Source: an optimization exercise on an open RTL-to-GDS flow (aim: small area). Production flows keep margins and buffers that such runs may drop.
Where RTL was checked, it was by simulation tests only, not by an equivalence proof against the original.
Power figures rest on the tool's default switching activity, not on a simulated workload.

==> flow/design.v (excerpt) <==
module frame_codec (
    input  wire        clk,
    input  wire        rst,
    input  wire        cmd_valid,
    output wire        cmd_ready,
    input  wire [7:0]  cmd_id,
    input  wire [15:0] cmd_len,
    input  wire        ack_valid,
    output wire        ack_ready,
    input  wire [7:0]  ack_seq,
    input  wire [7:0]  ack_type,
    input  wire        ack_short,
    input  wire        pl_valid,
    output wire        pl_ready,
    input  wire [7:0]  pl_data,
    output wire        tx_valid,
    input  wire        tx_ready,
    output wire [7:0]  tx_data,
    output wire [3:0]  tx_err,
    input  wire        open_req,
    input  wire        close_req,
    input  wire        in_valid,
    output wire        in_ready,
    input  wire [7:0]  in_data,
    output wire        q_valid,
    input  wire        q_pop,
    output wire        q_sentinel,
    output wire [7:0]  q_ctl,
    output wire [7:0]  q_seq,
    output wire [7:0]  q_mtype,
    output wire [15:0] q_len,
    output wire [15:0] q_cksum,
    input  wire [3:0]  q_idx,
    output wire [7:0]  q_byte,
    output wire [2:0]  ev_code,
    output wire        rx_closed,
    output wire        fault
);
Size in the first run: ~7000 cells after synthesis, roughly 1700 flip-flops, ~160 I/O pins.
export LEC_CHECK = 0
export ABC_AREA = 1
export CAP_MARGIN = 20
export CORE_MARGIN = 2
export CORE_UTILIZATION = 40
export SLEW_MARGIN = 20
create_clock -name core_clock -period 10.0 [get_ports {clk}]
run.sh (not shown) runs the stock make flow with config.mk's settings and CLKGATE_MAP_FILE= SYNTH_SCRIPT=/design/flow/synth_recipe.tcl, a recipe that flattens the netlist after the stock synthesis.
Change:
ABC_AREA = unset   (was 1)
Result: The new run finished clean. Setup slack gets worse by 470 ps. Non-clock buffer count rises by 6. Global-route usage rises by 0.69 points. Sequential power falls by about 1%. Routed wire length barely changes. Utilization rises by 0.12 points. Final cell count falls by 24%. Via count falls by 18%. Die area falls by 2.4%. Flip-flop and latch count does not change. Power falls by 4.8%.

========
run a:
Another version of the RTL of frame_codec (not shown whole).
For scale: about 1700 flip-flops, roughly 160 I/O pins.
Settings: LEC_CHECK=0, CAP_MARGIN=20, CORE_MARGIN=2, CORE_UTILIZATION=70, SLEW_MARGIN=20; clock period 10.0 ns.
standard.sh (not shown) runs the stock make flow with config.mk's settings and CLKGATE_MAP_FILE= SYNTH_SCRIPT=/design/flow/synth_recipe.tcl, a recipe that flattens the netlist after the stock synthesis.
==> flow/flow/run.sh <==
#!/bin/bash
# Layout: the standard flow (standard.sh with synth_recipe.tcl), with
# three changes to how the layout is built:
#  - technology mapping: ORFS's scripts are copied into scripts/ here and the
#    ABC script that synthesis runs (abc_speed.script) is replaced by
#    flow/abc_area.script, an area-recovering mapping without ABC's buffering
#    and gate upsizing (placement repairs the nets that need buffers). The
#    registers are mapped by dfflibmap before ABC runs, so they are the
#    standard synthesis's;
#  - clock tree: clkbuf_4 buffers driving sink clusters of up to 9 registers,
#    and no dummy loads (the default tree pads every level with them);
#  - each port gets the smallest buffer, buf_1, instead of clkdlybuf4s50_1.
# The make output goes to standard.log; each ORFS step keeps its own log
# under orfs/logs.
set -euo pipefail
rm -rf scripts
cp -r "$FLOW_HOME/scripts" scripts
cp flow/abc_area.script scripts/abc_speed.script
export SCRIPTS_DIR="$PWD/scripts"
export CTS_ARGS="-sink_clustering_enable -repair_clock_nets -dont_use_dummy_load -buf_list {sky130_fd_sc_hd__clkbuf_4} -sink_clustering_size 9 -sink_clustering_max_diameter 45"
export BUFFER_PORTS_ARGS="-buffer_cell sky130_fd_sc_hd__buf_1"
bash standard.sh > standard.log 2>&1
==> flow/flow/abc_area.script <==
strash
&get -n
&fraig -x
&put
scorr
dc2
dretime
strash
&get -n
&dch -f
&nf -R 1000
&put
Run a closes out successfully: all stages finished, all timing, DRC and antenna checks passed.
Input-level comparison between run b and run a:
Settings: CORE_UTILIZATION now 55, was 70.
--- outcome ---
Run b against run a; first-pass GRT wire length is up by a few percent. Diff run a -> run b: number of inserted diodes shows an increase of 6; final worst slack shows an increase of 0.60 ns; post-layout instance area shows an increase of 0.49%; final standard cell count with taps included and fillers excluded shows an increase of 4.8%; time the worst path needs with I/O delays and setup shows a reduction of 0.60 ns.

========
Setup of lane 1:
frame_codec, a different RTL version from the one above (not shown whole).
Size in the first run: ~5300 cells after synthesis, roughly 1700 flip-flops, roughly 160 I/O pins.
make LEC_CHECK=0 CAP_MARGIN=20 CORE_MARGIN=2 CORE_UTILIZATION=55 CTS_BUF_LIST=sky130_fd_sc_hd__clkbuf_4 CTS_CLUSTER_SIZE=30 SLEW_MARGIN=20 finish   # period 10.0 ns
run.sh (not shown) runs the stock make flow with config.mk's settings and CLKGATE_MAP_FILE= SYNTH_SCRIPT=/design/flow/synth_recipe.tcl, a recipe that flattens the netlist after the stock synthesis.
Stock flow here: none of the scripts above is used.
## Diff of input files: lane 2 against lane 1
- swapping sky130_fd_sc_hd__clkbuf_4 for sky130_fd_sc_hd__clkbuf_4 sky130_fd_sc_hd__clkbuf_8 in CTS_BUF_LIST
- swapping 55 for 40 in CORE_UTILIZATION
- swapping 30 for 20 in CTS_CLUSTER_SIZE
--- outcome ---
Lane 2 has completed all stages; timing, DRC and antenna checks passed.
Required time of the worst setup path across lane 2 and lane 1: no real change.
When lane 2 is set beside lane 1, its clock-buffer cell count turns out to be 213 smaller.
Cmp lane 2 vs lane 1: number of buffers other than clock buffers in the final layout lower in lane 2
The final reports for lane 2 and lane 1 show worst path buffer plus inverter count lower in the former.
Diff lane 2..lane 1 | global-route wire length before repair | negligible
Comparing post-layout minimum cycle time for lane 2 and lane 1, the smaller number came from lane 2.
No run of this note included a check of the RTL's function; only the layout flow was run.

==> afterwards: timing with drivers on the ports <==
Ports are ideal in the flow. The routed layouts listed here were re-timed in OpenROAD.
Step 1 sets driving cells, clkbuf_16 on the clock port and buf_2 on the other inputs (assumed; they add their load-dependent delay and slew).
Step 2, shift: input delay + t, output delay - t, t = (earliest + latest rising clock arrival at the registers) / 2. This alone moves slack from input paths to output paths.
Slacks: ideal ports / drivers / drivers and shift; pairs: ideal ports / drivers.
run | shift t [ns] | setup slack, ns | worst data-port slew with drivers (ns)
the first run of note 1 | 0.879 | 2.124 / 2.047 / 2.316 | 0.06
the second run of note 1 | 0.861 | 1.657 / 1.577 / 2.438 | 0.11
run a | 1.127 | 1.221 / 1.153 / 2.280 | 0.07
run b | 1.181 | 1.817 / 1.747 / 2.929 | 0.06
lane 1 | 1.297 | 0.892 / 0.825 / 1.893 | 0.06
lane 2 | 1.043 | 1.187 / 1.114 / 2.157 | 0.10
After both steps setup and hold are still met in every run listed.
